This is an optimization exercise on Yosys and OpenROAD, whose aim is small area, a short achievable clock period and few clock cycles per item, not a production implementation. The RTL was checked by simulation tests, not by an equivalence proof against the original design.

## job 6888
## sha512_core
module sha512_core (
    input  wire         clk,
    input  wire         rst,
    input  wire         in_valid,
    output wire         in_ready,
    input  wire [63:0]  in_data,
    input  wire         in_first,
    input  wire         in_last,
    output wire         out_valid,
    output wire [511:0] out_digest
);
Size in the first run: ~11,000 cells after synthesis, roughly 2,100 flip-flops.
make LEC_CHECK=0 CAP_MARGIN=20 CORE_MARGIN=2 CORE_UTILIZATION=45 PLACE_DENSITY=0.65 SETUP_SLACK_MARGIN=5 SLEW_MARGIN=20 SYNTH_MEMORY_MAX_BITS=16384 finish   # period 10.0 ns
run.sh (not shown) runs the stock make flow with config.mk's settings and CLKGATE_MAP_FILE= SYNTH_SCRIPT=/design/flow/synth_recipe.tcl, a recipe that flattens the netlist after the stock synthesis.
Job 6888: full flow OK, the timing, design-rule and antenna checks passed
Testbench counts of job 6888, summed over its fixed seeds: cycles 52,360, items 653.
The following lists how job 1109 was set up differently from job 6888:
# job 6888
export LEC_CHECK = 0
export CAP_MARGIN = 20
export CORE_MARGIN = 2
export CORE_UTILIZATION = 45
export PLACE_DENSITY = 0.65
export SETUP_SLACK_MARGIN = 5
export SLEW_MARGIN = 20
export SYNTH_MEMORY_MAX_BITS = 16384
create_clock -name core_clock -period 10.0 [get_ports {clk}]
# job 1109
export LEC_CHECK = 0
export CAP_MARGIN = 20
export CORE_MARGIN = 2
export CORE_UTILIZATION = 65
export PLACE_DENSITY = 0.8
export SETUP_SLACK_MARGIN = 5
export SLEW_MARGIN = 20
export SYNTH_MEMORY_MAX_BITS = 16384
create_clock -name core_clock -period 10.0 [get_ports {clk}]
[summary]
global routing: job 1109 exited with error. Height of the die went down by more than 10% going from job 6888 to job 1109. From job 6888 to job 1109, synthesized area did not move at all. The number of synthesized register bits of job 6888 and that of job 1109 are within noise of each other. Sort job 6888 and job 1109 by worst slack after detailed placement asc -> top: job 6888.
[inputs] job 9819 vs job 1109
# job 1109
export LEC_CHECK = 0
export CAP_MARGIN = 20
export CORE_MARGIN = 2
export CORE_UTILIZATION = 65
export PLACE_DENSITY = 0.8
export SETUP_SLACK_MARGIN = 5
export SLEW_MARGIN = 20
export SYNTH_MEMORY_MAX_BITS = 16384
create_clock -name core_clock -period 10.0 [get_ports {clk}]
# job 9819
export LEC_CHECK = 0
export CAP_MARGIN = 20
export CORE_MARGIN = 2
export CORE_UTILIZATION = 45
export PLACE_DENSITY = 0.65
export SETUP_SLACK_MARGIN = 5
export SLEW_MARGIN = 20
export SYNTH_MEMORY_MAX_BITS = 16384
create_clock -name core_clock -period 10.0 [get_ports {clk}]
==> flow/flow/run.sh (new file) <==
#!/bin/bash
# Standard layout, except that the port buffers are the smallest buffer cell
# instead of clkdlybuf4s50_1.  Every port still gets its own buffer.
set -euo pipefail
cd "$(dirname "$0")/.."
export BUFFER_PORTS_ARGS="-buffer_cell sky130_fd_sc_hd__buf_1"
bash standard.sh > standard_flow.log 2>&1
==> flow/standard.sh (new file) <==
#!/bin/bash
# synth_recipe.tcl (not shown) runs the flow's synth.tcl, then flattens the netlist and writes it again
# the make line also repeats each setting of config.mk as NAME=value (left out here)
make -C /OpenROAD-flow-scripts/flow DESIGN_CONFIG=/design/flow/config.mk WORK_HOME=/design/flow/orfs CLKGATE_MAP_FILE= SYNTH_SCRIPT=/design/flow/synth_recipe.tcl "${@:-finish}"
removed: flow/run.sh
- Job 9819 went all the way through synthesis, placement and routing and the layout is clean on timing, DRC and antenna.
- Reported for job 1109 and job 9819, number of distinct library cell variants in the gate-level netlist after synthesis turned out identical to the last digit.
- Re maximum buffer depth of the clock tree: no difference whatsoever between job 1109 and job 9819.
- Diff job 1109..job 9819 | fraction of synthesized cell area in xor and xnor cells | unchanged
- Compared with job 1109, job 9819 shows cell count after placement that has gone up by a little under 10%.
- Comparing job 9819 against job 1109, there is no change at all in area after synthesis.
- From job 1109 to job 9819, average cell area after synthesis did not move at all.
- Compared with job 1109, post-CTS setup buffer count in job 9819 increased by more than a quarter.
- The run showing the smaller pre-CTS setup slack is job 1109.

---

Another version of the RTL of sha512_core (not shown whole).
Size in the first run: roughly 13000 cells after synthesis, about 580 I/O pins, ~0.11 mm^2 of cells after synthesis.
clock: 10.0 ns
lec_check: 0
abc_area: 1
cap_margin: 20
core_margin: 2
core_utilization: 45
place_density: 0.65
setup_slack_margin: 5
slew_margin: 20
synth_memory_max_bits: 16384
standard.sh (not shown) runs the stock make flow with config.mk's settings and CLKGATE_MAP_FILE= SYNTH_SCRIPT=/design/flow/synth_recipe.tcl, a recipe that flattens the netlist after the stock synthesis.
==> flow/flow/run.sh <==
#!/bin/bash
# Standard layout, except that the port buffers are the smallest buffer cell
# instead of clkdlybuf4s50_1.  Every port still gets its own buffer.
set -euo pipefail
cd "$(dirname "$0")/.."
export BUFFER_PORTS_ARGS="-buffer_cell sky130_fd_sc_hd__buf_1"
bash standard.sh > standard_flow.log 2>&1
The starting point completed with no timing, DRC or antenna violations.
Testbench counts at the start, summed over its fixed seeds: cycles 52,360, items 653.
Then changed:
--- a/flow/config.mk
+++ b/flow/config.mk
@@ -8,3 +8,3 @@
 export ABC_AREA = 1
-export CAP_MARGIN = 20
+export CAP_MARGIN = 40
 export CORE_MARGIN = 2
@@ -13,3 +13,3 @@
 export SETUP_SLACK_MARGIN = 5
-export SLEW_MARGIN = 20
+export SLEW_MARGIN = 40
 export SYNTH_MEMORY_MAX_BITS = 16384
After rerunning:
- synthesized area is unchanged

-- static timing again, ports no longer ideal --
How much do the figures lean on ideal ports? The routed layouts below were timed once more, with nothing changed but the port constraints. Step 1: set_driving_cell puts a clkbuf_16 on clk and a buf_2 on each other input, an assumption about the parent block. Step 2 also shifts input and output timing later by t, the mid clock arrival at the registers, as if the neighbouring blocks saw the same clock. Slacks: ideal / step 1 / step 2; pairs: ideal / step 1.
run | t (ns) | slack for setup (ns) | hold WS [ns] | cell pins on the clock port's net
job 6888 | 0.984 | 4.260 / 4.260 / 4.260 | 0.265 / 0.265 / 0.265 | 1
job 9819 | 1.014 | 4.332 / 4.332 / 4.332 | 0.252 / 0.252 / 0.252 | 1
the first run of note 2 | 0.982 | 5.049 / 5.032 / 5.049 | 0.293 / 0.293 / 0.293 | 1
the second run of note 2 | 0.978 | 5.062 / 5.062 / 5.062 | 0.296 / 0.296 / 0.296 | 1
After both steps setup and hold are still met in every run listed.
